Context: an optimization exercise on an open-source flow, tuned for small area, a short achievable clock period and few clock cycles per item. The choices shown serve that exercise and are no tape-out recipe.
Function was not checked in any run shown here: the RTL went through the layout flow alone.
Power is estimated from default activity; no workload was simulated.

===== design/flow/flow/run.sh =====
#!/bin/bash
# Layout flow: the standard flow (standard.sh), with timing repair aiming
# below the clock period (a larger setup-slack margin), so that the achieved
# period shrinks.  Each tool's full output is in the ORFS logs under orfs/logs;
# make's own output goes to flow_make.log.
set -euo pipefail
export SETUP_SLACK_MARGIN=6.65
bash ./standard.sh finish > flow_make.log 2>&1

===== design/flow/standard.sh =====
#!/bin/bash
# synth_recipe.tcl (not shown) runs the flow's synth.tcl, then flattens the netlist and writes it again
# the make line also repeats each setting of config.mk as NAME=value (left out here)
make -C /OpenROAD-flow-scripts/flow DESIGN_CONFIG=/design/flow/config.mk WORK_HOME=/design/flow/orfs CLKGATE_MAP_FILE= SYNTH_SCRIPT=/design/flow/synth_recipe.tcl "${@:-finish}"

===== design/flow/config.mk =====
export PLATFORM = sky130hd
export DESIGN_NAME = therm_conv
export DESIGN_NICKNAME = therm_conv
export VERILOG_FILES = /design/flow/design.v
export SDC_FILE = /design/flow/constraint.sdc
export NUM_CORES = 4
export LEC_CHECK = 0
export CAP_MARGIN = 20
export CORE_MARGIN = 2
export CORE_UTILIZATION = 65
export CTS_BUF_LIST = sky130_fd_sc_hd__clkbuf_16
export CTS_CLUSTER_DIAMETER = 60
export CTS_CLUSTER_SIZE = 24
export SLEW_MARGIN = 20
export SYNTH_MEMORY_MAX_BITS = 16384

===== design/flow/constraint.sdc =====
create_clock -name core_clock -period 10.0 [get_ports {clk}]
set_input_delay 2.0000 -clock core_clock [delete_from_list [all_inputs] [get_ports {clk}]]
set_output_delay 2.0000 -clock core_clock [all_outputs]
set_load 0.01 [all_outputs]

===== design/flow/design.v =====
module therm_rom_l2 (input wire cls, input wire [1:0] p, output wire [17:0] th);
    wire [2:0] a = {cls, p};
    assign th = (a[2] ? (a[1] ? (a[0] ? 18'd10782 : 18'd17378) : 18'd229376) : (a[1] ? (a[0] ? 18'd11152 : 18'd17728) : (a[0] ? 18'd160840 : 18'd229376)));
endmodule
module therm_rom_l3_2_0 (input wire cls, input wire [1:0] p, output wire [17:0] th);
    wire [2:0] a = {cls, p};
    assign th = (a[2] ? (a[1] ? (a[0] ? 18'd11270 : 18'd25103) : 18'd229376) : (a[1] ? (a[0] ? 18'd11737 : 18'd24186) : 18'd229376));
endmodule
module therm_rom_l3_2_1 (input wire cls, input wire [1:0] p, output wire [17:0] th);
    wire [2:0] a = {cls, p};
    assign th = (a[2] ? (a[1] ? (a[0] ? 18'd10501 : 18'd13872) : (a[0] ? 18'd97780 : 18'd229376)) : (a[1] ? (a[0] ? 18'd10790 : 18'd14472) : (a[0] ? 18'd73108 : 18'd229376)));
endmodule
module therm_rom_l4_2_00 (input wire cls, input wire [1:0] p, output wire [17:0] th);
    wire [2:0] a = {cls, p};
    assign th = (a[2] ? (a[1] ? (a[0] ? 18'd11646 : 18'd32278) : 18'd229376) : (a[1] ? (a[0] ? 18'd12165 : 18'd29726) : 18'd229376));
endmodule
module therm_rom_l4_2_01 (input wire cls, input wire [1:0] p, output wire [17:0] th);
    wire [2:0] a = {cls, p};
    assign th = (a[2] ? (a[1] ? (a[0] ? 18'd10991 : 18'd20455) : 18'd229376) : (a[1] ? (a[0] ? 18'd11408 : 18'd20384) : 18'd229376));
endmodule
module therm_rom_l4_2_10 (input wire cls, input wire [1:0] p, output wire [17:0] th);
    wire [2:0] a = {cls, p};
    assign th = (a[2] ? (a[1] ? (a[0] ? 18'd10623 : 18'd15301) : (a[0] ? 18'd154312 : 18'd229376)) : (a[1] ? (a[0] ? 18'd10950 : 18'd15838) : (a[0] ? 18'd106204 : 18'd229376)));
endmodule
module therm_rom_l4_2_11 (input wire cls, input wire [1:0] p, output wire [17:0] th);
    wire [2:0] a = {cls, p};
    assign th = (a[2] ? (a[1] ? (a[0] ? 18'd10240 : 18'd12871) : (a[0] ? 18'd65028 : 18'd229376)) : (a[1] ? (a[0] ? 18'd10662 : 18'd13470) : (a[0] ? 18'd52468 : 18'd229376)));
endmodule
module therm_rom_l5_4_0 (input wire cls, input wire [3:0] p, output wire [17:0] th);
    wire [4:0] a = {cls, p};
    assign th = (a[4] ? (a[3] ? (a[2] ? (a[1] ? (a[0] ? 18'd10240 : 18'd10697) : (a[0] ? 18'd11120 : 18'd11882)) : (a[1] ? (a[0] ? 18'd13328 : 18'd16241) : (a[0] ? 18'd22534 : 18'd37286))) : (a[2] ? (a[1] ? (a[0] ? 18'd79252 : 18'd197312) : 18'd229376) : 18'd229376)) : (a[3] ? (a[2] ? (a[1] ? (a[0] ? 18'd10722 : 18'd11045) : (a[0] ? 18'd11562 : 18'd12426)) : (a[1] ? (a[0] ? 18'd13933 : 18'd16704) : (a[0] ? 18'd22111 : 18'd33428))) : (a[2] ? (a[1] ? (a[0] ? 18'd61612 : 18'd130024) : 18'd229376) : 18'd229376)));
endmodule
module therm_rom_l5_4_1 (input wire cls, input wire [3:0] p, output wire [17:0] th);
    wire [4:0] a = {cls, p};
    assign th = (a[4] ? (a[3] ? (a[2] ? (a[1] ? (a[0] ? 18'd10240 : 18'd10558) : (a[0] ? 18'd10879 : 18'd11444)) : (a[1] ? (a[0] ? 18'd12486 : 18'd14521) : (a[0] ? 18'd18763 : 18'd28293))) : (a[2] ? (a[1] ? (a[0] ? 18'd54024 : 18'd122112) : 18'd229376) : 18'd229376)) : (a[3] ? (a[2] ? (a[1] ? (a[0] ? 18'd10607 : 18'd10865) : (a[0] ? 18'd11272 : 18'd11937)) : (a[1] ? (a[0] ? 18'd13071 : 18'd15100) : (a[0] ? 18'd18940 : 18'd26690))) : (a[2] ? (a[1] ? (a[0] ? 18'd45148 : 18'd87658) : (a[0] ? 18'd201040 : 18'd229376)) : 18'd229376)));
endmodule
module therm_rom_l6_5_0 (input wire cls, input wire [4:0] p, output wire [17:0] th);
    wire [5:0] a = {cls, p};
    assign th = (a[5] ? (a[4] ? (a[3] ? (a[2] ? (a[1] ? 18'd10240 : (a[0] ? 18'd10589 : 18'd10738)) : (a[1] ? (a[0] ? 18'd10933 : 18'd11192) : (a[0] ? 18'd11541 : 18'd12015))) : (a[2] ? (a[1] ? (a[0] ? 18'd12670 : 18'd13588) : (a[0] ? 18'd14893 : 18'd16782)) : (a[1] ? (a[0] ? 18'd19566 : 18'd23750) : (a[0] ? 18'd30174 : 18'd40264)))) : (a[3] ? (a[2] ? (a[1] ? (a[0] ? 18'd59176 : 18'd87894) : (a[0] ? 18'd137072 : 18'd229376)) : 18'd229376) : 18'd229376)) : (a[4] ? (a[3] ? (a[2] ? (a[1] ? (a[0] ? 18'd10634 : 18'd10755) : (a[0] ? 18'd10906 : 18'd11097)) : (a[1] ? (a[0] ? 18'd11338 : 18'd11647) : (a[0] ? 18'd12047 : 18'd12570))) : (a[2] ? (a[1] ? (a[0] ? 18'd13263 : 18'd14192) : (a[0] ? 18'd15454 : 18'd17194)) : (a[1] ? (a[0] ? 18'd19631 : 18'd23100) : (a[0] ? 18'd28134 : 18'd35580)))) : (a[3] ? (a[2] ? (a[1] ? (a[0] ? 18'd48608 : 18'd67028) : (a[0] ? 18'd96362 : 18'd144424)) : 18'd229376) : 18'd229376)));
endmodule
module therm_rom_l6_5_1 (input wire cls, input wire [4:0] p, output wire [17:0] th);
    wire [5:0] a = {cls, p};
    assign th = (a[5] ? (a[4] ? (a[3] ? (a[2] ? (a[1] ? 18'd10240 : (a[0] ? 18'd10529 : 18'd10659)) : (a[1] ? (a[0] ? 18'd10829 : 18'd11053) : (a[0] ? 18'd11353 : 18'd11759))) : (a[2] ? (a[1] ? (a[0] ? 18'd12316 : 18'd13090) : (a[0] ? 18'd14182 : 18'd15748)) : (a[1] ? (a[0] ? 18'd18036 : 18'd21440) : (a[0] ? 18'd26610 : 18'd34638)))) : (a[3] ? (a[2] ? (a[1] ? (a[0] ? 18'd49476 : 18'd71676) : (a[0] ? 18'd109104 : 18'd174240)) : 18'd229376) : 18'd229376)) : (a[4] ? (a[3] ? (a[2] ? (a[1] ? (a[0] ? 18'd10582 : 18'd10691) : (a[0] ? 18'd10826 : 18'd10996)) : (a[1] ? (a[0] ? 18'd11210 : 18'd11483) : (a[0] ? 18'd11834 : 18'd12291))) : (a[2] ? (a[1] ? (a[0] ? 18'd12892 : 18'd13693) : (a[0] ? 18'd14774 : 18'd16253)) : (a[1] ? (a[0] ? 18'd18308 : 18'd21209) : (a[0] ? 18'd25378 : 18'd31484)))) : (a[3] ? (a[2] ? (a[1] ? (a[0] ? 18'd42043 : 18'd56784) : (a[0] ? 18'd79952 : 18'd117360)) : (a[1] ? (a[0] ? 18'd179584 : 18'd229376) : 18'd229376)) : 18'd229376)));
endmodule
module therm_rom_l7_6_0 (input wire cls, input wire [5:0] p, output wire [17:0] th);
    wire [6:0] a = {cls, p};
    assign th = (a[6] ? (a[5] ? (a[4] ? (a[3] ? (a[2] ? (a[1] ? 18'd10240 : (a[0] ? 18'd10240 : 18'd10488)) : (a[1] ? (a[0] ? 18'd10543 : 18'd10606) : (a[0] ? 18'd10678 : 18'd10760))) : (a[2] ? (a[1] ? (a[0] ? 18'd10854 : 18'd10962) : (a[0] ? 18'd11086 : 18'd11230)) : (a[1] ? (a[0] ? 18'd11398 : 18'd11592) : (a[0] ? 18'd11820 : 18'd12086)))) : (a[3] ? (a[2] ? (a[1] ? (a[0] ? 18'd12399 : 18'd12768) : (a[0] ? 18'd13206 : 18'd13726)) : (a[1] ? (a[0] ? 18'd14348 : 18'd15092) : (a[0] ? 18'd15989 : 18'd17074))) : (a[2] ? (a[1] ? (a[0] ? 18'd18390 : 18'd19999) : (a[0] ? 18'd21973 : 18'd24408)) : (a[1] ? (a[0] ? 18'd27428 : 18'd31196) : (a[0] ? 18'd35924 : 18'd41891))))) : (a[4] ? (a[3] ? (a[2] ? (a[1] ? (a[0] ? 18'd51680 : 18'd62008) : (a[0] ? 18'd75340 : 18'd92670)) : (a[1] ? (a[0] ? 18'd115384 : 18'd145376) : (a[0] ? 18'd185344 : 18'd229376))) : 18'd229376) : 18'd229376)) : (a[5] ? (a[4] ? (a[3] ? (a[2] ? (a[1] ? (a[0] ? 18'd10594 : 18'd10647) : (a[0] ? 18'd10706 : 18'd10772)) : (a[1] ? (a[0] ? 18'd10846 : 18'd10928) : (a[0] ? 18'd11020 : 18'd11124))) : (a[2] ? (a[1] ? (a[0] ? 18'd11240 : 18'd11372) : (a[0] ? 18'd11522 : 18'd11692)) : (a[1] ? (a[0] ? 18'd11885 : 18'd12105) : (a[0] ? 18'd12357 : 18'd12647)))) : (a[3] ? (a[2] ? (a[1] ? (a[0] ? 18'd12980 : 18'd13365) : (a[0] ? 18'd13811 : 18'd14329)) : (a[1] ? (a[0] ? 18'd14934 : 18'd15642) : (a[0] ? 18'd16474 : 18'd17455))) : (a[2] ? (a[1] ? (a[0] ? 18'd18618 : 18'd19999) : (a[0] ? 18'd21650 : 18'd23630)) : (a[1] ? (a[0] ? 18'd26018 : 18'd28910) : (a[0] ? 18'd32432 : 18'd36740))))) : (a[4] ? (a[3] ? (a[2] ? (a[1] ? (a[0] ? 18'd43554 : 18'd50486) : (a[0] ? 18'd59130 : 18'd69980)) : (a[1] ? (a[0] ? 18'd83688 : 18'd101132) : (a[0] ? 18'd123488 : 18'd152360))) : (a[2] ? (a[1] ? (a[0] ? 18'd189952 : 18'd229376) : 18'd229376) : 18'd229376)) : 18'd229376)));
endmodule
module therm_rom_l7_6_1 (input wire cls, input wire [5:0] p, output wire [17:0] th);
    wire [6:0] a = {cls, p};
    assign th = (a[6] ? (a[5] ? (a[4] ? (a[3] ? (a[2] ? 18'd10240 : (a[1] ? (a[0] ? 18'd10515 : 18'd10574) : (a[0] ? 18'd10641 : 18'd10717))) : (a[2] ? (a[1] ? (a[0] ? 18'd10805 : 18'd10906) : (a[0] ? 18'd11022 : 18'd11156)) : (a[1] ? (a[0] ? 18'd11311 : 18'd11491) : (a[0] ? 18'd11702 : 18'd11947)))) : (a[3] ? (a[2] ? (a[1] ? (a[0] ? 18'd12236 : 18'd12576) : (a[0] ? 18'd12978 : 18'd13455)) : (a[1] ? (a[0] ? 18'd14023 : 18'd14703) : (a[0] ? 18'd15520 : 18'd16505))) : (a[2] ? (a[1] ? (a[0] ? 18'd17700 : 18'd19154) : (a[0] ? 18'd20935 : 18'd23126)) : (a[1] ? (a[0] ? 18'd25836 : 18'd29207) : (a[0] ? 18'd33424 : 18'd38732))))) : (a[4] ? (a[3] ? (a[2] ? (a[1] ? (a[0] ? 18'd47402 : 18'd56520) : (a[0] ? 18'd68244 : 18'd83428)) : (a[1] ? (a[0] ? 18'd103248 : 18'd129328) : (a[0] ? 18'd163920 : 18'd210208))) : 18'd229376) : 18'd229376)) : (a[5] ? (a[4] ? (a[3] ? (a[2] ? (a[1] ? (a[0] ? 18'd10570 : 18'd10620) : (a[0] ? 18'd10676 : 18'd10738)) : (a[1] ? (a[0] ? 18'd10808 : 18'd10886) : (a[0] ? 18'd10972 : 18'd11070))) : (a[2] ? (a[1] ? (a[0] ? 18'd11180 : 18'd11304) : (a[0] ? 18'd11445 : 18'd11604)) : (a[1] ? (a[0] ? 18'd11785 : 18'd11991) : (a[0] ? 18'd12227 : 18'd12497)))) : (a[3] ? (a[2] ? (a[1] ? (a[0] ? 18'd12807 : 18'd13165) : (a[0] ? 18'd13580 : 18'd14060)) : (a[1] ? (a[0] ? 18'd14620 : 18'd15274) : (a[0] ? 18'd16041 : 18'd16944))) : (a[2] ? (a[1] ? (a[0] ? 18'd18012 : 18'd19278) : (a[0] ? 18'd20787 : 18'd22595)) : (a[1] ? (a[0] ? 18'd24768 : 18'd27394) : (a[0] ? 18'd30583 : 18'd34476))))) : (a[4] ? (a[3] ? (a[2] ? (a[1] ? (a[0] ? 18'd40611 : 18'd46832) : (a[0] ? 18'd54566 : 18'd64244)) : (a[1] ? (a[0] ? 18'd76428 : 18'd91878) : (a[0] ? 18'd111608 : 18'd136992))) : (a[2] ? (a[1] ? (a[0] ? 18'd169904 : 18'd212928) : 18'd229376) : 18'd229376)) : 18'd229376)));
endmodule
module therm_conv (
    input  wire        clk,
    input  wire        rst,
    input  wire        in_valid,
    output wire        in_ready,
    input  wire [4:0]  in_chan,
    input  wire [15:0] in_rail,
    input  wire [15:0] in_v,
    input  wire [15:0] in_range,
    output wire        out_valid,
    input  wire        out_ready,
    output wire        out_ok,
    output wire [7:0]  out_temp
);
    reg        a_v, a_cls, a_nok, a_vok;
    reg [1:0]  a_e;
    reg [15:0] a_rail, a_d;
    reg        rdy;
    wire       acc = in_valid & rdy;
    always @(posedge clk) begin
        a_v    <= acc & ~rst;
        a_cls  <= (in_chan > 5'd2);
        a_nok  <= (in_range <= 16'd1500);
        a_vok  <= (in_v >= 16'd3000);
        a_e    <= ({3'd0, in_rail} >= {in_v, 3'd0}) ? 2'd3 :
                  ({2'd0, in_rail} >= {in_v, 2'd0}) ? 2'd2 :
                  ({1'd0, in_rail} >= {in_v, 1'd0}) ? 2'd1 : 2'd0;
        a_rail <= in_rail;
        a_d    <= in_v;
    end
    wire [16:0] b_df  = {1'b0, a_rail} - {1'b0, a_d};
    wire        b_okn = a_nok & a_vok & ~b_df[16] & (b_df[15:0] >= 16'd3000);
    reg        b_v, b_cls, b_ok;
    reg [1:0]  b_e;
    reg [20:0] b_r25;
    reg [15:0] b_d;
    always @(posedge clk) begin
        b_v   <= a_v & ~rst;
        b_cls <= a_cls;
        b_ok  <= b_okn;
        b_r25 <= {1'b0, a_rail, 4'd0} + {2'b0, a_rail, 3'd0} + {5'd0, a_rail};
        b_e   <= a_e;
        b_d   <= a_d;
    end
    wire [25:0] c_mm = {b_r25, 4'd0} + {1'b0, b_r25, 3'd0} + {5'd0, b_r25};
    reg        c_v, c_cls, c_ok;
    reg [1:0]  c_e;
    reg [28:0] c_m;            
    reg [15:0] c_d;
    always @(posedge clk) begin
        c_v   <= b_v & ~rst;
        c_cls <= b_cls;
        c_ok  <= b_ok;
        case (b_e)
            2'd3:    c_m <= {3'd0, c_mm};
            2'd2:    c_m <= {2'd0, c_mm, 1'd0};
            2'd1:    c_m <= {1'd0, c_mm, 2'd0};
            default: c_m <= {c_mm, 3'd0};
        endcase
        c_e   <= b_e;
        c_d   <= b_ok ? b_d : 16'd0;    
    end
    wire [16:0] d0_r = {2'd0, c_m[28:14]};
    wire [14:0] d0_x = {c_m[13:0], 1'd0};
    wire [15:0] d0_d = c_d;
    wire [1:0]  d0_e = c_e;
    wire        d0_cls = c_cls, d0_v = c_v;
    wire [16:0] s0_t  = {d0_r[15:0], d0_x[14]};
    wire        s0_ad = d0_r[16];     
    wire [16:0] s0_r  = s0_t + ({1'b0, d0_d} ^ {17{~s0_ad}}) + {16'd0, ~s0_ad};
    wire [14:0] s0_x  = {d0_x[13:0], ~s0_r[16]};
    reg  [16:0] p0_r; reg [15:0] p0_d; reg [14:0] p0_x; reg [1:0] p0_e; reg p0_cls, p0_v;
    always @(posedge clk) begin p0_r <= s0_r; p0_d <= d0_d; p0_x <= s0_x; p0_e <= d0_e; p0_cls <= d0_cls; p0_v <= d0_v & ~rst; end
    wire [16:0] s1_t  = {p0_r[15:0], p0_x[14]};
    wire        s1_ad = p0_r[16];     
    wire [16:0] s1_r  = s1_t + ({1'b0, p0_d} ^ {17{~s1_ad}}) + {16'd0, ~s1_ad};
    wire [14:0] s1_x  = {p0_x[13:0], ~s1_r[16]};
    reg  [16:0] p1_r; reg [15:0] p1_d; reg [14:0] p1_x; reg [1:0] p1_e; reg p1_cls, p1_v;
    always @(posedge clk) begin p1_r <= s1_r; p1_d <= p0_d; p1_x <= s1_x; p1_e <= p0_e; p1_cls <= p0_cls; p1_v <= p0_v & ~rst; end
    wire [16:0] s2_t  = {p1_r[15:0], p1_x[14]};
    wire        s2_ad = p1_r[16];     
    wire [16:0] s2_r  = s2_t + ({1'b0, p1_d} ^ {17{~s2_ad}}) + {16'd0, ~s2_ad};
    wire [14:0] s2_x  = {p1_x[13:0], ~s2_r[16]};
    reg  [16:0] p2_r; reg [15:0] p2_d; reg [14:0] p2_x; reg [1:0] p2_e; reg p2_cls, p2_v;
    always @(posedge clk) begin p2_r <= s2_r; p2_d <= p1_d; p2_x <= s2_x; p2_e <= p1_e; p2_cls <= p1_cls; p2_v <= p1_v & ~rst; end
    wire [16:0] s3_t  = {p2_r[15:0], p2_x[14]};
    wire        s3_ad = p2_r[16];     
    wire [16:0] s3_r  = s3_t + ({1'b0, p2_d} ^ {17{~s3_ad}}) + {16'd0, ~s3_ad};
    wire [14:0] s3_x  = {p2_x[13:0], ~s3_r[16]};
    reg  [16:0] p3_r; reg [15:0] p3_d; reg [14:0] p3_x; reg [1:0] p3_e; reg p3_cls, p3_v;
    always @(posedge clk) begin p3_r <= s3_r; p3_d <= p2_d; p3_x <= s3_x; p3_e <= p2_e; p3_cls <= p2_cls; p3_v <= p2_v & ~rst; end
    wire [16:0] s4_t  = {p3_r[15:0], p3_x[14]};
    wire        s4_ad = p3_r[16];     
    wire [16:0] s4_r  = s4_t + ({1'b0, p3_d} ^ {17{~s4_ad}}) + {16'd0, ~s4_ad};
    wire [14:0] s4_x  = {p3_x[13:0], ~s4_r[16]};
    reg  [16:0] p4_r; reg [15:0] p4_d; reg [14:0] p4_x; reg [1:0] p4_e; reg p4_cls, p4_v;
    always @(posedge clk) begin p4_r <= s4_r; p4_d <= p3_d; p4_x <= s4_x; p4_e <= p3_e; p4_cls <= p3_cls; p4_v <= p3_v & ~rst; end
    wire [16:0] s5_t  = {p4_r[15:0], p4_x[14]};
    wire        s5_ad = p4_r[16];     
    wire [16:0] s5_r  = s5_t + ({1'b0, p4_d} ^ {17{~s5_ad}}) + {16'd0, ~s5_ad};
    wire [14:0] s5_x  = {p4_x[13:0], ~s5_r[16]};
    reg  [16:0] p5_r; reg [15:0] p5_d; reg [14:0] p5_x; reg [1:0] p5_e; reg p5_cls, p5_v;
    always @(posedge clk) begin p5_r <= s5_r; p5_d <= p4_d; p5_x <= s5_x; p5_e <= p4_e; p5_cls <= p4_cls; p5_v <= p4_v & ~rst; end
    wire [16:0] s6_t  = {p5_r[15:0], p5_x[14]};
    wire        s6_ad = p5_r[16];     
    wire [16:0] s6_r  = s6_t + ({1'b0, p5_d} ^ {17{~s6_ad}}) + {16'd0, ~s6_ad};
    wire [14:0] s6_x  = {p5_x[13:0], ~s6_r[16]};
    reg  [16:0] p6_r; reg [15:0] p6_d; reg [14:0] p6_x; reg [1:0] p6_e; reg p6_cls, p6_v;
    always @(posedge clk) begin p6_r <= s6_r; p6_d <= p5_d; p6_x <= s6_x; p6_e <= p5_e; p6_cls <= p5_cls; p6_v <= p5_v & ~rst; end
    wire [16:0] s7_t  = {p6_r[15:0], p6_x[14]};
    wire        s7_ad = p6_r[16];     
    wire [16:0] s7_r  = s7_t + ({1'b0, p6_d} ^ {17{~s7_ad}}) + {16'd0, ~s7_ad};
    wire [14:0] s7_x  = {p6_x[13:0], ~s7_r[16]};
    reg  [16:0] p7_r; reg [15:0] p7_d; reg [14:0] p7_x; reg [1:0] p7_e; reg p7_cls, p7_v;
    always @(posedge clk) begin p7_r <= s7_r; p7_d <= p6_d; p7_x <= s7_x; p7_e <= p6_e; p7_cls <= p6_cls; p7_v <= p6_v & ~rst; end
    wire [16:0] s8_t  = {p7_r[15:0], p7_x[14]};
    wire        s8_ad = p7_r[16];     
    wire [16:0] s8_r  = s8_t + ({1'b0, p7_d} ^ {17{~s8_ad}}) + {16'd0, ~s8_ad};
    wire [14:0] s8_x  = {p7_x[13:0], ~s8_r[16]};
    reg  [16:0] p8_r; reg [15:0] p8_d; reg [14:0] p8_x; reg [1:0] p8_e; reg p8_cls, p8_v;
    always @(posedge clk) begin p8_r <= s8_r; p8_d <= p7_d; p8_x <= s8_x; p8_e <= p7_e; p8_cls <= p7_cls; p8_v <= p7_v & ~rst; end
    wire [16:0] s9_t  = {p8_r[15:0], p8_x[14]};
    wire        s9_ad = p8_r[16];     
    wire [16:0] s9_r  = s9_t + ({1'b0, p8_d} ^ {17{~s9_ad}}) + {16'd0, ~s9_ad};
    wire [14:0] s9_x  = {p8_x[13:0], ~s9_r[16]};
    reg  [16:0] p9_r; reg [15:0] p9_d; reg [14:0] p9_x; reg [1:0] p9_e; reg p9_cls, p9_v;
    always @(posedge clk) begin p9_r <= s9_r; p9_d <= p8_d; p9_x <= s9_x; p9_e <= p8_e; p9_cls <= p8_cls; p9_v <= p8_v & ~rst; end
    wire [16:0] s10_t  = {p9_r[15:0], p9_x[14]};
    wire        s10_ad = p9_r[16];     
    wire [16:0] s10_r  = s10_t + ({1'b0, p9_d} ^ {17{~s10_ad}}) + {16'd0, ~s10_ad};
    wire [14:0] s10_x  = {p9_x[13:0], ~s10_r[16]};
    reg  [16:0] p10_r; reg [15:0] p10_d; reg [14:0] p10_x; reg [1:0] p10_e; reg p10_cls, p10_v;
    always @(posedge clk) begin p10_r <= s10_r; p10_d <= p9_d; p10_x <= s10_x; p10_e <= p9_e; p10_cls <= p9_cls; p10_v <= p9_v & ~rst; end
    wire [16:0] s11_t  = {p10_r[15:0], p10_x[14]};
    wire        s11_ad = p10_r[16];     
    wire [16:0] s11_r  = s11_t + ({1'b0, p10_d} ^ {17{~s11_ad}}) + {16'd0, ~s11_ad};
    wire [14:0] s11_x  = {p10_x[13:0], ~s11_r[16]};
    reg  [16:0] p11_r; reg [15:0] p11_d; reg [14:0] p11_x; reg [1:0] p11_e; reg p11_cls, p11_v;
    always @(posedge clk) begin p11_r <= s11_r; p11_d <= p10_d; p11_x <= s11_x; p11_e <= p10_e; p11_cls <= p10_cls; p11_v <= p10_v & ~rst; end
    wire [16:0] s12_t  = {p11_r[15:0], p11_x[14]};
    wire        s12_ad = p11_r[16];     
    wire [16:0] s12_r  = s12_t + ({1'b0, p11_d} ^ {17{~s12_ad}}) + {16'd0, ~s12_ad};
    wire [14:0] s12_x  = {p11_x[13:0], ~s12_r[16]};
    reg  [16:0] p12_r; reg [15:0] p12_d; reg [14:0] p12_x; reg [1:0] p12_e; reg p12_cls, p12_v;
    always @(posedge clk) begin p12_r <= s12_r; p12_d <= p11_d; p12_x <= s12_x; p12_e <= p11_e; p12_cls <= p11_cls; p12_v <= p11_v & ~rst; end
    wire [16:0] s13_t  = {p12_r[15:0], p12_x[14]};
    wire        s13_ad = p12_r[16];     
    wire [16:0] s13_r  = s13_t + ({1'b0, p12_d} ^ {17{~s13_ad}}) + {16'd0, ~s13_ad};
    wire [14:0] s13_x  = {p12_x[13:0], ~s13_r[16]};
    reg  [16:0] p13_r; reg [15:0] p13_d; reg [14:0] p13_x; reg [1:0] p13_e; reg p13_cls, p13_v;
    always @(posedge clk) begin p13_r <= s13_r; p13_d <= p12_d; p13_x <= s13_x; p13_e <= p12_e; p13_cls <= p12_cls; p13_v <= p12_v & ~rst; end
    wire [16:0] s14_t  = {p13_r[15:0], p13_x[14]};
    wire        s14_ad = p13_r[16];     
    wire [16:0] s14_r  = s14_t + ({1'b0, p13_d} ^ {17{~s14_ad}}) + {16'd0, ~s14_ad};
    wire [14:0] s14_x  = {p13_x[13:0], ~s14_r[16]};
    reg  [14:0] p14_x; reg [1:0] p14_e; reg p14_ok, p14_cls, p14_v;
    always @(posedge clk) begin p14_x <= s14_x; p14_e <= p13_e; p14_ok <= (p13_d != 16'd0); p14_cls <= p13_cls; p14_v <= p13_v & ~rst; end
    wire [14:0] qn = p14_x;
    wire [1:0]  qe = p14_e;
    wire [17:0] q  = {3'd0, qn} << qe;    
    wire        q_ok = p14_ok, q_cls = p14_cls, q_v = p14_v;
    wire [2:0] e0_le;
    assign e0_le[0] = ({3'd0, qn} <= (q_cls ? (qe[1] ? (qe[0] ? 18'd5681 : 18'd11363) : (qe[0] ? 18'd22727 : 18'd45454)) : (qe[1] ? (qe[0] ? 18'd4906 : 18'd9813) : (qe[0] ? 18'd19626 : 18'd39252))));
    assign e0_le[1] = ({3'd0, qn} <= (q_cls ? (qe[1] ? (qe[0] ? 18'd28672 : 18'd57344) : (qe[0] ? 18'd114688 : 18'd229376)) : (qe[1] ? (qe[0] ? 18'd28672 : 18'd57344) : (qe[0] ? 18'd114688 : 18'd229376))));
    assign e0_le[2] = ({3'd0, qn} <= (q_cls ? (qe[1] ? (qe[0] ? 18'd1520 : 18'd3040) : (qe[0] ? 18'd6080 : 18'd12160)) : (qe[1] ? (qe[0] ? 18'd1590 : 18'd3181) : (qe[0] ? 18'd6363 : 18'd12726))));
    wire [1:0] e0_b;
    assign e0_b[1] = e0_le[0];
    assign e0_b[0] = (e0_b[1] ? e0_le[2] : e0_le[1]);
    wire [17:0] e0_tn;
    therm_rom_l2 u_l2 (.cls(q_cls), .p(e0_b), .th(e0_tn));
    reg [17:0] f0_q, f0_t; reg [1:0] f0_p; reg f0_ok, f0_cls, f0_v;
    always @(posedge clk) begin f0_q <= q; f0_t <= e0_tn; f0_p <= e0_b; f0_ok <= q_ok; f0_cls <= q_cls; f0_v <= q_v & ~rst; end
    wire        e1_b = (f0_q <= f0_t);
    wire [17:0] e1_u0, e1_u1;
    therm_rom_l3_2_0 u_l3_0 (.cls(f0_cls), .p(f0_p), .th(e1_u0));
    therm_rom_l3_2_1 u_l3_1 (.cls(f0_cls), .p(f0_p), .th(e1_u1));
    wire        e1_c = e1_b ? (f0_q <= e1_u1) : (f0_q <= e1_u0);
    wire [17:0] e1_t0;
    therm_rom_l4_2_00 u_l4_2_00 (.cls(f0_cls), .p(f0_p), .th(e1_t0));
    wire [17:0] e1_t1;
    therm_rom_l4_2_01 u_l4_2_01 (.cls(f0_cls), .p(f0_p), .th(e1_t1));
    wire [17:0] e1_t2;
    therm_rom_l4_2_10 u_l4_2_10 (.cls(f0_cls), .p(f0_p), .th(e1_t2));
    wire [17:0] e1_t3;
    therm_rom_l4_2_11 u_l4_2_11 (.cls(f0_cls), .p(f0_p), .th(e1_t3));
    reg [17:0] f1_q, f1_t; reg [3:0] f1_p; reg f1_ok, f1_cls, f1_v;
    always @(posedge clk) begin f1_q <= f0_q; f1_t <= e1_b ? (e1_c ? e1_t3 : e1_t2) : (e1_c ? e1_t1 : e1_t0); f1_p <= {f0_p, e1_b, e1_c}; f1_ok <= f0_ok; f1_cls <= f0_cls; f1_v <= f0_v & ~rst; end
    wire        e2_b = (f1_q <= f1_t);
    wire [17:0] e2_t0;
    therm_rom_l5_4_0 u_l5_4_0 (.cls(f1_cls), .p(f1_p), .th(e2_t0));
    wire [17:0] e2_t1;
    therm_rom_l5_4_1 u_l5_4_1 (.cls(f1_cls), .p(f1_p), .th(e2_t1));
    reg [17:0] f2_q, f2_t; reg [4:0] f2_p; reg f2_ok, f2_cls, f2_v;
    always @(posedge clk) begin f2_q <= f1_q; f2_t <= e2_b ? e2_t1 : e2_t0; f2_p <= {f1_p, e2_b}; f2_ok <= f1_ok; f2_cls <= f1_cls; f2_v <= f1_v & ~rst; end
    wire        e3_b = (f2_q <= f2_t);
    wire [17:0] e3_t0;
    therm_rom_l6_5_0 u_l6_5_0 (.cls(f2_cls), .p(f2_p), .th(e3_t0));
    wire [17:0] e3_t1;
    therm_rom_l6_5_1 u_l6_5_1 (.cls(f2_cls), .p(f2_p), .th(e3_t1));
    reg [17:0] f3_q, f3_t; reg [5:0] f3_p; reg f3_ok, f3_cls, f3_v;
    always @(posedge clk) begin f3_q <= f2_q; f3_t <= e3_b ? e3_t1 : e3_t0; f3_p <= {f2_p, e3_b}; f3_ok <= f2_ok; f3_cls <= f2_cls; f3_v <= f2_v & ~rst; end
    wire        e4_b = (f3_q <= f3_t);
    wire [17:0] e4_t0;
    therm_rom_l7_6_0 u_l7_6_0 (.cls(f3_cls), .p(f3_p), .th(e4_t0));
    wire [17:0] e4_t1;
    therm_rom_l7_6_1 u_l7_6_1 (.cls(f3_cls), .p(f3_p), .th(e4_t1));
    reg [17:0] f4_q, f4_t; reg [6:0] f4_p; reg f4_ok, f4_cls, f4_v;
    always @(posedge clk) begin f4_q <= f3_q; f4_t <= e4_b ? e4_t1 : e4_t0; f4_p <= {f3_p, e4_b}; f4_ok <= f3_ok; f4_cls <= f3_cls; f4_v <= f3_v & ~rst; end
    wire        e5_b = (f4_q <= f4_t);
    reg [7:0] f5_p; reg f5_ok, f5_v;
    always @(posedge clk) begin f5_p <= {f4_p, e5_b}; f5_ok <= f4_ok; f5_v <= f4_v & ~rst; end
    wire        e_v = f5_v;
    wire [7:0]  e_d = f5_ok ? (f5_p ^ 8'h80) : 8'h80;
    reg  [7:0]  mem [0:24];
    reg  [4:0]  wp, rp;
    reg         fne;       
    reg         ov;
    reg  [8:0]  od;
    reg  [4:0]  cnt;     
    wire [7:0]  hd   = fne ? mem[rp] : e_d;
    wire        hok  = (hd != 8'h80);
    wire        hv   = fne | e_v;
    wire        ld   = ~ov | out_ready;
    wire        pop  = ld & hv;
    wire        dlv  = ov & out_ready;
    wire [4:0]  wp1 = (wp == 5'd24) ? 5'd0 : wp + 1'b1;
    wire [4:0]  rp1 = (rp == 5'd24) ? 5'd0 : rp + 1'b1;
    always @(posedge clk) begin
        if (e_v) mem[wp] <= e_d;
        if (ld) od <= {hok, hok ? hd : 8'h00};
        if (rst) begin
            wp <= 0; rp <= 0; fne <= 1'b0; ov <= 1'b0; cnt <= 0; rdy <= 1'b1;
        end else begin
            if (e_v) wp <= wp1;
            if (pop) rp <= rp1;
            if (e_v & ~pop) fne <= 1'b1;
            else if (pop & ~e_v) fne <= (rp1 != wp);
            if (ld) ov <= hv;
            case ({acc, dlv})
                2'b10:   begin cnt <= cnt + 1'b1; rdy <= (cnt + 1 < 26); end
                2'b01:   begin cnt <= cnt - 1'b1; rdy <= (cnt - 1 < 26); end
                default: rdy <= (cnt < 26);
            endcase
        end
    end
    assign in_ready  = rdy;
    assign out_valid = ov;
    assign out_ok    = od[8];
    assign out_temp  = od[7:0];
endmodule

==> impl_metrics.yaml, run 1 <==
setup_path:
  path_max_fanout: 8
  cp.arrival_ns: 3.96
  r2r_end: "f1_t[1]"
  required_ns: 10.56
  cp-start-kind: "flip-flop"
  cp-end-kind: "flip-flop"
  r2r_start: "f0_p[0]"
  reg2reg_setup_slack_ns: 6.61
  r2r_cells: 13
  crit_type: "reg2reg"
finish:
  final_common_cell: "dfxtp_1"
  drive_above_1_share: 0.0863
  multi_input_area_sq_mm: 0.0300
  layout_common_cells: "1076 x dfxtp_1, 546 x ha_1, 413 x nor2_1"
  num_antenna_cells: 0
  regArea_sq_mm: 0.0286
  area_growth_pct: 9.97
  final_area_sq_mm: 0.0661
  final_net_count: 6541
  fillers: 6659
timing:
  rsz0062_at_grt: "yes"
  period_share: 0.339
  finalSetupTns_ns: 0
  setup_viol: 0
  final.min_clock_period_ns: 3.39
  worst_pin_slew_ns: 0.964
  hold_viol_final: 0
  drv_slew: 0
  setup_ws_ns: 6.61
  worst_clock_skew_ns: 0.0326
  slew_headroom: 0.357
  max_freq_ghz: 0.295
global_route:
  overflow: 0
  grt_pass1_wl_um: 219000
  grt_pass1_vias: 41700
  antenna_found_initial: 3
  track_usage: 0.284
  grt_max_degree: 92
die:
  io_pins: 68
  die_x_um: 308
  rows: 111
  die-area_sq_mm: 0.0949
  dieHeight_um: 308
  initial_core_util: 0.655
  core-area_sq_mm: 0.0917
logic_synthesis:
  yosysWarnings: 1
  syn_area_per_cell_sq_um: 10.3
  syn_nets: 6494
  ys_types: 83
  ys_seq_area_frac: 0.474
  synthArstFlopShare: 0
  ys_ff_latch: 1319
  syn_inst: 5830
  yosys_most_used_dff: "dfxtp_1"
  syn-cell-area_sq_mm: 0.0601
  synth-edff-count: 209
drt:
  drc: 0
  first_iter_violations: 3896
  wl_um: 135000
  via_per_inst: 5.96
  firstDrtPassIters: 6
  wl_per_cell_um: 18.9
  vias: 42500
  ant_nets: 0
place:
  port_buffers: 67
  post-place-ws_ns: 5.68
  dp_hpwl_um: 95000
  placed_area_sq_mm: 0.0619
  place_congestion: 0.941
cts:
  cts.sinks: 1319
  cts_hold_buf: 0
  cts_buffer_depth: 3
  insertion_delay_ns: 0.70
  clk_pin_slew_ns: 0.09
  cts_buffers: 90
  clockRootBuffer: "clkbuf_16"
  htreeDepth: 3
  cts_tree: "done"
power:
  power.density_mw_per_mm2: 390
  leakage_uw: 0.0278
  vdd_drop_max_mv: 0.303
  p_total_uw: 25800
hold_path:
  hold_path.startpoint: "p13_e[0]"
  min_to: "p14_e[0]"
  holdPathStages: 0
  hp-class: "reg2reg"
flow_run:
  max_cap_violations: 0
status:
  status: "no timing/DRC/antenna violations"
-- kinds of logic after synthesis --
| family | synth area share |
|---|---|
| xor+xnor | 0.0706 |
| flops | 0.474 |
| fa+ha+maj | 0.132 |
| compound gates | 0.142 |
| mux | 0.0363 |
| buf+inv | 0.0347 |
| simple gates | 0.109 |
-- cell usage after synthesis (42+ instances only) --
library cell,number,area [sq um]
o21ai_0,320,1600
and2_1,60,375
nand4_1,42,263
a31oi_1,54,338
clkbuf_1,146,548
ha_1,559,6990
a211oi_1,62,465
nor2_1,419,1570
mux4_2,55,1240
nor3_1,114,571
nand3_1,102,510
nor2b_1,104,651
mux2i_1,77,771
a21oi_1,380,1900
nand2b_1,70,438
o21a_1,62,465
dfxtp_1,1110,22200
edfxtp_1,209,6280
a21o_1,104,781
inv_1,325,1220
fa_1,48,961
xor2_1,91,797
xnor2_1,393,3440
nand2_1,355,1330
-- how the worst max path moves through the flow --
| stage | from | to | slack, ns |
|---|---|---|---|
| global route | f0_p[1] | f1_t[1] | 6.47 |
| detailed placement | out_ready | fne | 5.68 |
| global placement | out_ready | fne | 5.81 |
| CTS | f0_p[1] | f1_t[1] | 6.50 |
| floorplan | out_ready | cnt[4] | 6.51 |
| finish | f0_p[0] | f1_t[1] | 6.61 |
-- state kept, by name, summed over array words and instances (netlist names), 18 cells and up, named ones only --
register / cells
mem: 200
c_m: 29
b_r25: 21
f0_q: 18
f1_q: 18
f1_t: 18
f2_q: 18
f2_t: 18
f3_q: 18
f3_t: 18
f4_q: 18
f4_t: 18
-- stage by stage --
step	instances	hold WS, ns	utilization
2_1_floorplan	5830	0.310	-
4_1_cts	7096	0.330	0.713
5_1_grt	7131	0.326	0.721
6_report	7131	0.329	0.721
3_5_place_dp	6926	0.312	0.675
3_3_place_gp	6926	0.310	0.675
-- layout make-up --
class | instances | share of cell area
repair buffers | 163 | 0.0227
multi-input cells | 3969 | 0.455
well taps | 1186 | 0.0225
flip-flops and latches | 1319 | 0.433
clock inverters | 70 | 0.0141
clock buffers | 90 | 0.0341
inverters | 334 | 0.0194
-- routing by layer --
| metal | vias to the layer above | part of all wire | GRT usage |
|---|---|---|---|
| li1 | 20700 | - | - |
| met1 | 20200 | 0.43 | 0.381 |
| met2 | 1393 | 0.47 | 0.476 |
| met3 | 275 | 0.065 | 0.0403 |
| met4 | 2 | 0.029 | 0.0913 |
| met5 | - | 0.000096 | 0 |
-- timing repair --
action	CTS	global route
resized for setup	97	142
gates cloned	0	3
endpoints found under the setup margin	92	96
pin swaps	15	28
buffers inserted	10	32
-- critical path, stage by stage, from the launching register on --
cell        delay, ns
dfxtp_4          0.41
clkinvlp_4       0.18
ha_4             0.29
buf_4            0.15
a21oi_1          0.25
ha_1             0.31
a21o_1           0.17
a21oi_1          0.15
o211ai_1         0.10
a21o_1           0.21
and3_1           0.23
and2_1           0.21
o21ai_0          0.16
or3b_2           0.45
-- where the power goes --
part | total [uW] | internal, uW | switching, uW
clock network | 3960 | 1870 | 2090
logic | 14000 | 6040 | 7930
registers | 7830 | 6980 | 856
total | 25800 | 14900 | 10900
==> inputs of run 2 (changes only) <==
--- a/design/flow/design.v
+++ b/design/flow/design.v
@@ -11,19 +11,11 @@
     assign th = (a[2] ? (a[1] ? (a[0] ? 18'd10501 : 18'd13872) : (a[0] ? 18'd97780 : 18'd229376)) : (a[1] ? (a[0] ? 18'd10790 : 18'd14472) : (a[0] ? 18'd73108 : 18'd229376)));
 endmodule
-module therm_rom_l4_2_00 (input wire cls, input wire [1:0] p, output wire [17:0] th);
-    wire [2:0] a = {cls, p};
-    assign th = (a[2] ? (a[1] ? (a[0] ? 18'd11646 : 18'd32278) : 18'd229376) : (a[1] ? (a[0] ? 18'd12165 : 18'd29726) : 18'd229376));
-endmodule
-module therm_rom_l4_2_01 (input wire cls, input wire [1:0] p, output wire [17:0] th);
-    wire [2:0] a = {cls, p};
-    assign th = (a[2] ? (a[1] ? (a[0] ? 18'd10991 : 18'd20455) : 18'd229376) : (a[1] ? (a[0] ? 18'd11408 : 18'd20384) : 18'd229376));
-endmodule
-module therm_rom_l4_2_10 (input wire cls, input wire [1:0] p, output wire [17:0] th);
-    wire [2:0] a = {cls, p};
-    assign th = (a[2] ? (a[1] ? (a[0] ? 18'd10623 : 18'd15301) : (a[0] ? 18'd154312 : 18'd229376)) : (a[1] ? (a[0] ? 18'd10950 : 18'd15838) : (a[0] ? 18'd106204 : 18'd229376)));
-endmodule
-module therm_rom_l4_2_11 (input wire cls, input wire [1:0] p, output wire [17:0] th);
-    wire [2:0] a = {cls, p};
-    assign th = (a[2] ? (a[1] ? (a[0] ? 18'd10240 : 18'd12871) : (a[0] ? 18'd65028 : 18'd229376)) : (a[1] ? (a[0] ? 18'd10662 : 18'd13470) : (a[0] ? 18'd52468 : 18'd229376)));
+module therm_rom_l4_3_0 (input wire cls, input wire [2:0] p, output wire [17:0] th);
+    wire [3:0] a = {cls, p};
+    assign th = (a[3] ? (a[2] ? (a[1] ? (a[0] ? 18'd10623 : 18'd11646) : (a[0] ? 18'd15301 : 18'd32278)) : (a[1] ? (a[0] ? 18'd154312 : 18'd229376) : 18'd229376)) : (a[2] ? (a[1] ? (a[0] ? 18'd10950 : 18'd12165) : (a[0] ? 18'd15838 : 18'd29726)) : (a[1] ? (a[0] ? 18'd106204 : 18'd229376) : 18'd229376)));
+endmodule
+module therm_rom_l4_3_1 (input wire cls, input wire [2:0] p, output wire [17:0] th);
+    wire [3:0] a = {cls, p};
+    assign th = (a[3] ? (a[2] ? (a[1] ? (a[0] ? 18'd10240 : 18'd10991) : (a[0] ? 18'd12871 : 18'd20455)) : (a[1] ? (a[0] ? 18'd65028 : 18'd229376) : 18'd229376)) : (a[2] ? (a[1] ? (a[0] ? 18'd10662 : 18'd11408) : (a[0] ? 18'd13470 : 18'd20384)) : (a[1] ? (a[0] ? 18'd52468 : 18'd229376) : 18'd229376)));
 endmodule
 module therm_rom_l5_4_0 (input wire cls, input wire [3:0] p, output wire [17:0] th);
@@ -224,45 +216,44 @@
     always @(posedge clk) begin f0_q <= q; f0_t <= e0_tn; f0_p <= e0_b; f0_ok <= q_ok; f0_cls <= q_cls; f0_v <= q_v & ~rst; end
     wire        e1_b = (f0_q <= f0_t);
-    wire [17:0] e1_u0, e1_u1;
-    therm_rom_l3_2_0 u_l3_0 (.cls(f0_cls), .p(f0_p), .th(e1_u0));
-    therm_rom_l3_2_1 u_l3_1 (.cls(f0_cls), .p(f0_p), .th(e1_u1));
-    wire        e1_c = e1_b ? (f0_q <= e1_u1) : (f0_q <= e1_u0);
     wire [17:0] e1_t0;
-    therm_rom_l4_2_00 u_l4_2_00 (.cls(f0_cls), .p(f0_p), .th(e1_t0));
+    therm_rom_l3_2_0 u_l3_2_0 (.cls(f0_cls), .p(f0_p), .th(e1_t0));
     wire [17:0] e1_t1;
-    therm_rom_l4_2_01 u_l4_2_01 (.cls(f0_cls), .p(f0_p), .th(e1_t1));
-    wire [17:0] e1_t2;
-    therm_rom_l4_2_10 u_l4_2_10 (.cls(f0_cls), .p(f0_p), .th(e1_t2));
-    wire [17:0] e1_t3;
-    therm_rom_l4_2_11 u_l4_2_11 (.cls(f0_cls), .p(f0_p), .th(e1_t3));
-    reg [17:0] f1_q, f1_t; reg [3:0] f1_p; reg f1_ok, f1_cls, f1_v;
-    always @(posedge clk) begin f1_q <= f0_q; f1_t <= e1_b ? (e1_c ? e1_t3 : e1_t2) : (e1_c ? e1_t1 : e1_t0); f1_p <= {f0_p, e1_b, e1_c}; f1_ok <= f0_ok; f1_cls <= f0_cls; f1_v <= f0_v & ~rst; end
+    therm_rom_l3_2_1 u_l3_2_1 (.cls(f0_cls), .p(f0_p), .th(e1_t1));
+    reg [17:0] f1_q, f1_t; reg [2:0] f1_p; reg f1_ok, f1_cls, f1_v;
+    always @(posedge clk) begin f1_q <= f0_q; f1_t <= e1_b ? e1_t1 : e1_t0; f1_p <= {f0_p, e1_b}; f1_ok <= f0_ok; f1_cls <= f0_cls; f1_v <= f0_v & ~rst; end
     wire        e2_b = (f1_q <= f1_t);
     wire [17:0] e2_t0;
-    therm_rom_l5_4_0 u_l5_4_0 (.cls(f1_cls), .p(f1_p), .th(e2_t0));
+    therm_rom_l4_3_0 u_l4_3_0 (.cls(f1_cls), .p(f1_p), .th(e2_t0));
     wire [17:0] e2_t1;
-    therm_rom_l5_4_1 u_l5_4_1 (.cls(f1_cls), .p(f1_p), .th(e2_t1));
-    reg [17:0] f2_q, f2_t; reg [4:0] f2_p; reg f2_ok, f2_cls, f2_v;
+    therm_rom_l4_3_1 u_l4_3_1 (.cls(f1_cls), .p(f1_p), .th(e2_t1));
+    reg [17:0] f2_q, f2_t; reg [3:0] f2_p; reg f2_ok, f2_cls, f2_v;
     always @(posedge clk) begin f2_q <= f1_q; f2_t <= e2_b ? e2_t1 : e2_t0; f2_p <= {f1_p, e2_b}; f2_ok <= f1_ok; f2_cls <= f1_cls; f2_v <= f1_v & ~rst; end
     wire        e3_b = (f2_q <= f2_t);
     wire [17:0] e3_t0;
-    therm_rom_l6_5_0 u_l6_5_0 (.cls(f2_cls), .p(f2_p), .th(e3_t0));
+    therm_rom_l5_4_0 u_l5_4_0 (.cls(f2_cls), .p(f2_p), .th(e3_t0));
     wire [17:0] e3_t1;
-    therm_rom_l6_5_1 u_l6_5_1 (.cls(f2_cls), .p(f2_p), .th(e3_t1));
-    reg [17:0] f3_q, f3_t; reg [5:0] f3_p; reg f3_ok, f3_cls, f3_v;
+    therm_rom_l5_4_1 u_l5_4_1 (.cls(f2_cls), .p(f2_p), .th(e3_t1));
+    reg [17:0] f3_q, f3_t; reg [4:0] f3_p; reg f3_ok, f3_cls, f3_v;
     always @(posedge clk) begin f3_q <= f2_q; f3_t <= e3_b ? e3_t1 : e3_t0; f3_p <= {f2_p, e3_b}; f3_ok <= f2_ok; f3_cls <= f2_cls; f3_v <= f2_v & ~rst; end
     wire        e4_b = (f3_q <= f3_t);
     wire [17:0] e4_t0;
-    therm_rom_l7_6_0 u_l7_6_0 (.cls(f3_cls), .p(f3_p), .th(e4_t0));
+    therm_rom_l6_5_0 u_l6_5_0 (.cls(f3_cls), .p(f3_p), .th(e4_t0));
     wire [17:0] e4_t1;
-    therm_rom_l7_6_1 u_l7_6_1 (.cls(f3_cls), .p(f3_p), .th(e4_t1));
-    reg [17:0] f4_q, f4_t; reg [6:0] f4_p; reg f4_ok, f4_cls, f4_v;
+    therm_rom_l6_5_1 u_l6_5_1 (.cls(f3_cls), .p(f3_p), .th(e4_t1));
+    reg [17:0] f4_q, f4_t; reg [5:0] f4_p; reg f4_ok, f4_cls, f4_v;
     always @(posedge clk) begin f4_q <= f3_q; f4_t <= e4_b ? e4_t1 : e4_t0; f4_p <= {f3_p, e4_b}; f4_ok <= f3_ok; f4_cls <= f3_cls; f4_v <= f3_v & ~rst; end
     wire        e5_b = (f4_q <= f4_t);
-    reg [7:0] f5_p; reg f5_ok, f5_v;
-    always @(posedge clk) begin f5_p <= {f4_p, e5_b}; f5_ok <= f4_ok; f5_v <= f4_v & ~rst; end
-    wire        e_v = f5_v;
-    wire [7:0]  e_d = f5_ok ? (f5_p ^ 8'h80) : 8'h80;
-    reg  [7:0]  mem [0:24];
+    wire [17:0] e5_t0;
+    therm_rom_l7_6_0 u_l7_6_0 (.cls(f4_cls), .p(f4_p), .th(e5_t0));
+    wire [17:0] e5_t1;
+    therm_rom_l7_6_1 u_l7_6_1 (.cls(f4_cls), .p(f4_p), .th(e5_t1));
+    reg [17:0] f5_q, f5_t; reg [6:0] f5_p; reg f5_ok, f5_cls, f5_v;
+    always @(posedge clk) begin f5_q <= f4_q; f5_t <= e5_b ? e5_t1 : e5_t0; f5_p <= {f4_p, e5_b}; f5_ok <= f4_ok; f5_cls <= f4_cls; f5_v <= f4_v & ~rst; end
+    wire        e6_b = (f5_q <= f5_t);
+    reg [7:0] f6_p; reg f6_ok, f6_v;
+    always @(posedge clk) begin f6_p <= {f5_p, e6_b}; f6_ok <= f5_ok; f6_v <= f5_v & ~rst; end
+    wire        e_v = f6_v;
+    wire [7:0]  e_d = f6_ok ? (f6_p ^ 8'h80) : 8'h80;
+    reg  [7:0]  mem [0:25];
     reg  [4:0]  wp, rp;
     reg         fne;       
@@ -276,6 +267,6 @@
     wire        pop  = ld & hv;
     wire        dlv  = ov & out_ready;
-    wire [4:0]  wp1 = (wp == 5'd24) ? 5'd0 : wp + 1'b1;
-    wire [4:0]  rp1 = (rp == 5'd24) ? 5'd0 : rp + 1'b1;
+    wire [4:0]  wp1 = (wp == 5'd25) ? 5'd0 : wp + 1'b1;
+    wire [4:0]  rp1 = (rp == 5'd25) ? 5'd0 : rp + 1'b1;
     always @(posedge clk) begin
         if (e_v) mem[wp] <= e_d;
@@ -290,7 +281,7 @@
             if (ld) ov <= hv;
             case ({acc, dlv})
-                2'b10:   begin cnt <= cnt + 1'b1; rdy <= (cnt + 1 < 26); end
-                2'b01:   begin cnt <= cnt - 1'b1; rdy <= (cnt - 1 < 26); end
-                default: rdy <= (cnt < 26);
+                2'b10:   begin cnt <= cnt + 1'b1; rdy <= (cnt + 1 < 27); end
+                2'b01:   begin cnt <= cnt - 1'b1; rdy <= (cnt - 1 < 27); end
+                default: rdy <= (cnt < 27);
             endcase
         end
==> run 2 against run 1 <==
Still clean. Critical path depth fell by 3. Non-clock buffer count fell by 14. Wire length fell by 0.72%. Setup slack got worse by 0.059 ns. Register-to-register slack got worse by 0.06 ns. Critical path type unchanged. Critical endpoint is now f5_t[0]. Largest power group unchanged. Highest routed layer is now met4.
==> impl_metrics.yaml, run 2 <==
cts:
  insertion_delay_ns: 0.71
  cts_buffer_depth: 3
  clk_pin_slew_ns: 0.08
  cts.sinks: 1368
  clockRootBuffer: "clkbuf_16"
  cts_hold_buf: 0
  cts_tree: "done"
  cts_buffers: 91
  htreeDepth: 3
global_route:
  grt_pass1_vias: 40800
  grt_max_degree: 107
  antenna_found_initial: 4
  track_usage: 0.278
  overflow: 0
  grt_pass1_wl_um: 215000
setup_path:
  crit_chain: "clkinv_1, ha_1, inv_1, ha_1, mux2_2, o22ai_1, a21boi_0, mux2i_1, nor2_1, a311oi_1"
  cp.arrival_ns: 3.96
  crit_top_cell: "ha_1"
  crit_type: "reg2reg"
  path_max_fanout: 11
  cp-end-kind: "flip-flop"
  cpPeakStageDelay_ns: 0.53
  r2r_cells: 10
  cp-start-kind: "flip-flop"
  required_ns: 10.51
  critPathSlowestCell: "ha_1"
place:
  post-place-ws_ns: 5.51
  port_buffers: 67
  place_congestion: 1.04
  dp_hpwl_um: 94600
logic_synthesis:
  synth-edff-count: 217
  synth_common_cells: "1151 x dfxtp_1, 552 x ha_1, 412 x a21oi_1"
  syn_area_per_cell_sq_um: 10.6
  ys_top_cells_by_area: "dfxtp_1 38%, ha_1 11%, edfxtp_1 11%"
  synthArstFlopShare: 0
  synth.most_common_cell: "dfxtp_1"
  ys_types: 84
  yosysWarnings: 1
  ys_seq_area_frac: 0.486
  ys_ff_latch: 1368
  syn-cell-area_sq_mm: 0.0608
  yosys.area.top_type_share: 0.379
  synth_top_cell_by_area: "dfxtp_1"
  syn_nets: 6404
  syn_inst: 5747
  yosys_most_used_dff: "dfxtp_1"
die:
  die-area_sq_mm: 0.0960
  rows: 112
  core-area_sq_mm: 0.0930
  dieHeight_um: 310
  io_pins: 68
  die_x_um: 310
  initial_core_util: 0.654
finish:
  area_growth_pct: 9.50
  final_net_count: 6444
  final_common_cell: "dfxtp_1"
  regArea_sq_mm: 0.0296
  drive_above_1_share: 0.0842
  reg_top3: "mem x208, c_m x29, b_r25 x21"
  layout_common_cells: "1115 x dfxtp_1, 538 x ha_1, 400 x a21oi_1"
  fillers: 6947
  largest_reg_flops: 208
  multi_input_area_sq_mm: 0.0297
  largest_register: "mem"
power:
  power.density_mw_per_mm2: 386
  vdd_drop_max_mv: 0.327
  power.switching_uw: 10700
  p_sw_frac: 0.417
  power_frac_comb: 0.531
  clkPwrFrac: 0.153
  seqPwrFrac: 0.316
  leakage_uw: 0.0278
  internal-power_uw: 15000
timing:
  final.min_clock_period_ns: 3.45
  hold_viol_final: 0
  drv_slew: 0
  rsz0062_at_grt: "no"
  period_share: 0.345
  setup_ws_ns: 6.55
  finalSetupTns_ns: 0
  setup_viol: 0
  slew_headroom: 0.283
  worst_clock_skew_ns: 0.0361
  max_freq_ghz: 0.290
  worst_pin_slew_ns: 1.07
status:
  status: "no timing/DRC/antenna violations"
drt:
  wl_um: 134000
  first_iter_violations: 4343
  wl_per_cell_um: 18.8
  drc: 0
  firstDrtPassIters: 7
  ant_nets: 0
  via_per_inst: 5.87
  vias: 41700
flow_run:
  max_cap_violations: 0
hold_path:
  hp-class: "reg2reg"
  holdPathStages: 0
run 2: cells by family (layout without fill, tap and decap cells):
logic type / after synthesis / in the layout / synth area share
simple gates: 1268 / 1268 / 0.100
flops: 1368 / 1368 / 0.486
mux: 171 / 171 / 0.0424
compound gates: 1340 / 1340 / 0.141
other cells: 0 / 1 / 0
xor+xnor: 472 / 472 / 0.0680
fa+ha+maj: 600 / 600 / 0.129
buf+inv: 528 / 637 / 0.0329
run 2: worst max-delay path: cells and delay by family, from the launching register on:
family / cells / cell delay [ns]
muxes: 2 / 0.43
DFF: 1 / 0.34
AOI/OAI and AO/OA: 3 / 0.65
and+or+nand+nor: 1 / 0.13
buffers and inverters: 2 / 0.66
adders and majority gates: 2 / 1.05
run 2: power by group through the flow:
stage                     sequential [uW]  clock, uW  combinational, uW
after floorplan                      7760          0              10400
after global placement               8240          0              12800
after detailed placement             8240          0              13000
after CTS                            8140       4020              13200
after global routing                 8260       4240              15200
final                                8120       3940              13700
run 2: timing repair:
item / 4_1_cts / 5_1_grt
endpoints found under the setup margin: 71 / 73
setup buffers: 6 / 25
gates cloned: 0 / 1
pin swaps: 18 / 12
endpoints found under the hold margin: 0 / 0
resized for setup: 116 / 102
run 2: routing by layer:
layer,vias to the layer above,share of wire,global-route usage
met1,19600,0.44,0.376
li1,20500,-,-
met4,0,0.032,0.0952
met5,-,0,0
met2,1339,0.47,0.459
met3,293,0.060,0.0400
run 2: worst paths after layout:
path             from        end  slack [ns]
min reg2reg  p9_x[11]  p10_x[12]        0.32
max reg2reg   f4_p[1]    f5_t[0]        6.55
max           f4_p[1]    f5_t[0]        6.55
min          p9_x[11]  p10_x[12]        0.32
run 2: metrics by stage:
step / utilization / total power (uW) / std cells / cell area (sq um) / hold WS, ns
finish: 0.716 / 25700 / 7111 / 66600 / 0.317
global route: 0.716 / 27700 / 7110 / 66600 / 0.315
CTS: 0.711 / 25400 / 7084 / 66100 / 0.316
detailed placement: 0.675 / 21200 / 6916 / 62800 / 0.312
global placement: 0.675 / 21000 / 6916 / 62800 / 0.310
floorplan: - / 18200 / 5747 / 60900 / 0.310
run 2: cell type report:
cell class,instances,area share
multi-input cells,3851,0.446
flip-flops and latches,1368,0.445
clock buffers,91,0.0342
well taps,1254,0.0236
repair buffers,149,0.0194
inverters,326,0.0188
clock inverters,71,0.0130
diodes,1,0.0000376
==> inputs of run 3 (changes only) <==
--- a/design/flow/design.v
+++ b/design/flow/design.v
@@ -251,9 +251,9 @@
     always @(posedge clk) begin f5_q <= f4_q; f5_t <= e5_b ? e5_t1 : e5_t0; f5_p <= {f4_p, e5_b}; f5_ok <= f4_ok; f5_cls <= f4_cls; f5_v <= f4_v & ~rst; end
     wire        e6_b = (f5_q <= f5_t);
-    reg [7:0] f6_p; reg f6_ok, f6_v;
-    always @(posedge clk) begin f6_p <= {f5_p, e6_b}; f6_ok <= f5_ok; f6_v <= f5_v & ~rst; end
+    wire [7:0] f6_p = {f5_p, e6_b};
+    wire       f6_ok = f5_ok, f6_v = f5_v;
     wire        e_v = f6_v;
     wire [7:0]  e_d = f6_ok ? (f6_p ^ 8'h80) : 8'h80;
-    reg  [7:0]  mem [0:25];
+    reg  [7:0]  mem [0:24];
     reg  [4:0]  wp, rp;
     reg         fne;       
@@ -261,15 +261,16 @@
     reg  [8:0]  od;
     reg  [4:0]  cnt;     
-    wire [7:0]  hd   = fne ? mem[rp] : e_d;
-    wire        hok  = (hd != 8'h80);
+    wire [7:0]  md   = mem[rp];
+    wire        mok  = (md != 8'h80);
+    wire [8:0]  hd   = fne ? {mok, mok ? md : 8'h00} : {f6_ok, f6_ok ? (f6_p ^ 8'h80) : 8'h00};
     wire        hv   = fne | e_v;
     wire        ld   = ~ov | out_ready;
     wire        pop  = ld & hv;
     wire        dlv  = ov & out_ready;
-    wire [4:0]  wp1 = (wp == 5'd25) ? 5'd0 : wp + 1'b1;
-    wire [4:0]  rp1 = (rp == 5'd25) ? 5'd0 : rp + 1'b1;
+    wire [4:0]  wp1 = (wp == 5'd24) ? 5'd0 : wp + 1'b1;
+    wire [4:0]  rp1 = (rp == 5'd24) ? 5'd0 : rp + 1'b1;
     always @(posedge clk) begin
         if (e_v) mem[wp] <= e_d;
-        if (ld) od <= {hok, hok ? hd : 8'h00};
+        if (ld) od <= hd;
         if (rst) begin
             wp <= 0; rp <= 0; fne <= 1'b0; ov <= 1'b0; cnt <= 0; rdy <= 1'b1;
@@ -281,7 +282,7 @@
             if (ld) ov <= hv;
             case ({acc, dlv})
-                2'b10:   begin cnt <= cnt + 1'b1; rdy <= (cnt + 1 < 27); end
-                2'b01:   begin cnt <= cnt - 1'b1; rdy <= (cnt - 1 < 27); end
-                default: rdy <= (cnt < 27);
+                2'b10:   begin cnt <= cnt + 1'b1; rdy <= (cnt + 1 < 26); end
+                2'b01:   begin cnt <= cnt - 1'b1; rdy <= (cnt - 1 < 26); end
+                default: rdy <= (cnt < 26);
             endcase
         end
==> run 3 against run 2 <==
Non-clock buffer count is 32 lower. Critical path type is now reg2out. Flip-flop and latch count is 18 lower. Count of clock-buffer cells in the layout is 7 higher. Still clean.
==> impl_metrics.yaml, run 3 <==
finish:
  drive_above_1_share: 0.0687
  multi_input_area_sq_mm: 0.0303
  regArea_sq_mm: 0.0291
  layout_common_cells: "1124 x dfxtp_1, 546 x ha_1, 427 x nor2_1"
  area_growth_pct: 8.86
  final_common_cell: "dfxtp_1"
  reg_top3: "mem x200, c_m x29, b_r25 x21"
  largest_register: "mem"
  final_net_count: 6589
  largest_reg_flops: 200
  fillers: 6968
place:
  dp_hpwl_um: 96400
  post-place-ws_ns: 5.58
  port_buffers: 67
  place_congestion: 0.928
die:
  io_pins: 68
  dieHeight_um: 311
  die_x_um: 311
  core-area_sq_mm: 0.0935
  initial_core_util: 0.656
  rows: 112
  die-area_sq_mm: 0.0968
logic_synthesis:
  synth-edff-count: 209
  ys_ff_latch: 1350
  ys_top_cells_by_area: "dfxtp_1 37%, ha_1 11%, edfxtp_1 10%"
  synth_common_cells: "1141 x dfxtp_1, 554 x ha_1, 428 x nor2_1"
  syn_nets: 6581
  synthArstFlopShare: 0
  yosysWarnings: 1
  synth.most_common_cell: "dfxtp_1"
  syn-cell-area_sq_mm: 0.0613
  syn_inst: 5922
  ys_types: 93
  syn_area_per_cell_sq_um: 10.4
  synth_top_cell_by_area: "dfxtp_1"
  ys_seq_area_frac: 0.475
  yosys_most_used_dff: "dfxtp_1"
  yosys.area.top_type_share: 0.372
setup_path:
  crit_family: "flip-flops"
  cp-end-kind: "output pin"
  cpPeakStageDelay_ns: 0.42
  cp.depth: 1
  path_max_fanout: 1
  r2r_cells: 10
  crit_chain: "buf_2"
  r2r_end: "f5_t[3]"
  cp-start-kind: "flip-flop"
  crit_buf_inv: 1
  critPathSlowestCell: "edfxtp_1"
  crit_type: "reg2out"
  r2r_start: "f4_p[1]"
  required_ns: 8.00
  cp-startpoint: "od[8]"
  cp.arrival_ns: 1.29
  reg2reg_setup_slack_ns: 6.74
  crit_end: "out_ok"
timing:
  setup_ws_ns: 6.71
  max_freq_ghz: 0.304
  drv_slew: 0
  worst_pin_slew_ns: 1.06
  worst_clock_skew_ns: 0.0548
  final.min_clock_period_ns: 3.29
  rsz0062_at_grt: "no"
  hold_viol_final: 0
  finalSetupTns_ns: 0
  setup_viol: 0
  period_share: 0.329
  slew_headroom: 0.297
power:
  clkPwrFrac: 0.159
  internal-power_uw: 15100
  p_sw_frac: 0.420
  power.density_mw_per_mm2: 389
  vdd_drop_max_mv: 0.304
  power.switching_uw: 10900
  power_frac_comb: 0.536
  leakage_uw: 0.0279
  seqPwrFrac: 0.306
cts:
  cts_buffers: 96
  clockRootBuffer: "clkbuf_16"
  cts_tree: "done"
  htreeDepth: 3
  clk_pin_slew_ns: 0.09
  cts.sinks: 1350
  cts_buffer_depth: 3
  insertion_delay_ns: 0.71
drt:
  wl_per_cell_um: 18.6
  ant_nets: 0
  wl_um: 135000
  vias: 43200
  firstDrtPassIters: 8
  first_iter_violations: 3997
  drc: 0
  via_per_inst: 5.95
global_route:
  grt_pass1_wl_um: 220000
  antenna_found_initial: 0
  grt_pass1_vias: 42600
  track_usage: 0.277
  overflow: 0
  grt_max_degree: 77
status:
  status: "no timing/DRC/antenna violations"
flow_run:
  max_cap_violations: 0
hold_path:
  hp-class: "reg2reg"
run 3: per-layer routing:
layer	vias to the layer above	global-route usage	part of all wire
li1	21100	-	-
met5	-	0	0
met2	1313	0.493	0.50
met3	376	0.0356	0.051
met4	0	0.117	0.042
met1	20500	0.338	0.41
run 3: how the worst min path moves through the flow:
stage / from / cells after the start / endpoint / slack [ns]
final: f0_ok / 0 / f1_ok / 0.29
after floorplan: a_cls / 0 / b_cls / 0.31
after CTS: f0_ok / 0 / f1_ok / 0.30
after detailed placement: p9_x[2] / 0 / p10_x[3] / 0.31
after global placement: p6_cls / 0 / p7_cls / 0.31
after global routing: f0_ok / 0 / f1_ok / 0.30
run 3: power groups by stage:
stage	sequential, uW	combinational, uW	clock (uW)
after floorplan	7670	10800	0
after global placement	8040	13300	0
after detailed placement	8070	13600	0
after CTS	7970	13800	4210
after global routing	8080	15600	4400
final	7950	13900	4130
run 3: cell type report:
| class | count | share of cell area |
|---|---|---|
| tap | 1254 | 0.0235 |
| multi-input combinational | 4018 | 0.454 |
| clock buffer | 98 | 0.0367 |
| inverter | 347 | 0.0197 |
| timing repair buffer | 117 | 0.0153 |
| sequential | 1350 | 0.436 |
| clock inverter | 80 | 0.0143 |
| antenna | 1 | 0.0000375 |
run 3: kinds of logic after synthesis:
| kind of cell | synth area share |
|---|---|
| simple gates | 0.111 |
| compound gates | 0.143 |
| flops | 0.475 |
| fa+ha+maj | 0.129 |
| buf+inv | 0.0346 |
| xor+xnor | 0.0658 |
| mux | 0.0424 |
run 3: through the flow:
stage                     area, sq um  std cells  utilization  total power [uW]  hold slack, ns
after CTS                       66600       7255        0.712             25900           0.302
after detailed placement        63200       7077        0.676             21700           0.312
after global placement          63200       7077        0.676             21400           0.310
after global routing            66800       7264        0.714             28100           0.301
final                           66800       7265        0.714             26000           0.293
after floorplan                 61400       5922            -             18500           0.310
run 3: repair_timing:
action / 4_1_cts / 5_1_grt
gates resized for setup: 50 / 58
setup buffers: 0 / 8
gates cloned: 0 / 1
pin swaps: 1 / 15
endpoints found under the setup margin: 35 / 51
hold buffers: 0 / 0

## separate check: timing with driven ports
How much do the figures lean on ideal ports? The routed layouts below were timed once more, with nothing changed but the port constraints.
Step 1 sets driving cells, clkbuf_16 on the clock port and buf_2 on the other inputs (assumed; they add their load-dependent delay and slew).
Step 2 times the ports against the registers' clock, not the clock port: input delays grow and output delays shrink by t, the midpoint of the rising clock arrivals with the driver on.
Three values: no drivers, after step 1, after step 2; two values: the first two.
run	t, ns	setup slack, ns	pins driven straight from the clock port
run 1	0.752	6.605 / 6.605 / 5.945	1
run 2	0.757	6.546 / 6.546 / 5.995	1
run 3	0.759	6.708 / 6.638 / 6.001	1
After both steps every run listed still meets setup and hold. The setup slack of run 3, which loses most, moves by -0.070 ns with the drivers and by -0.707 ns with both steps.
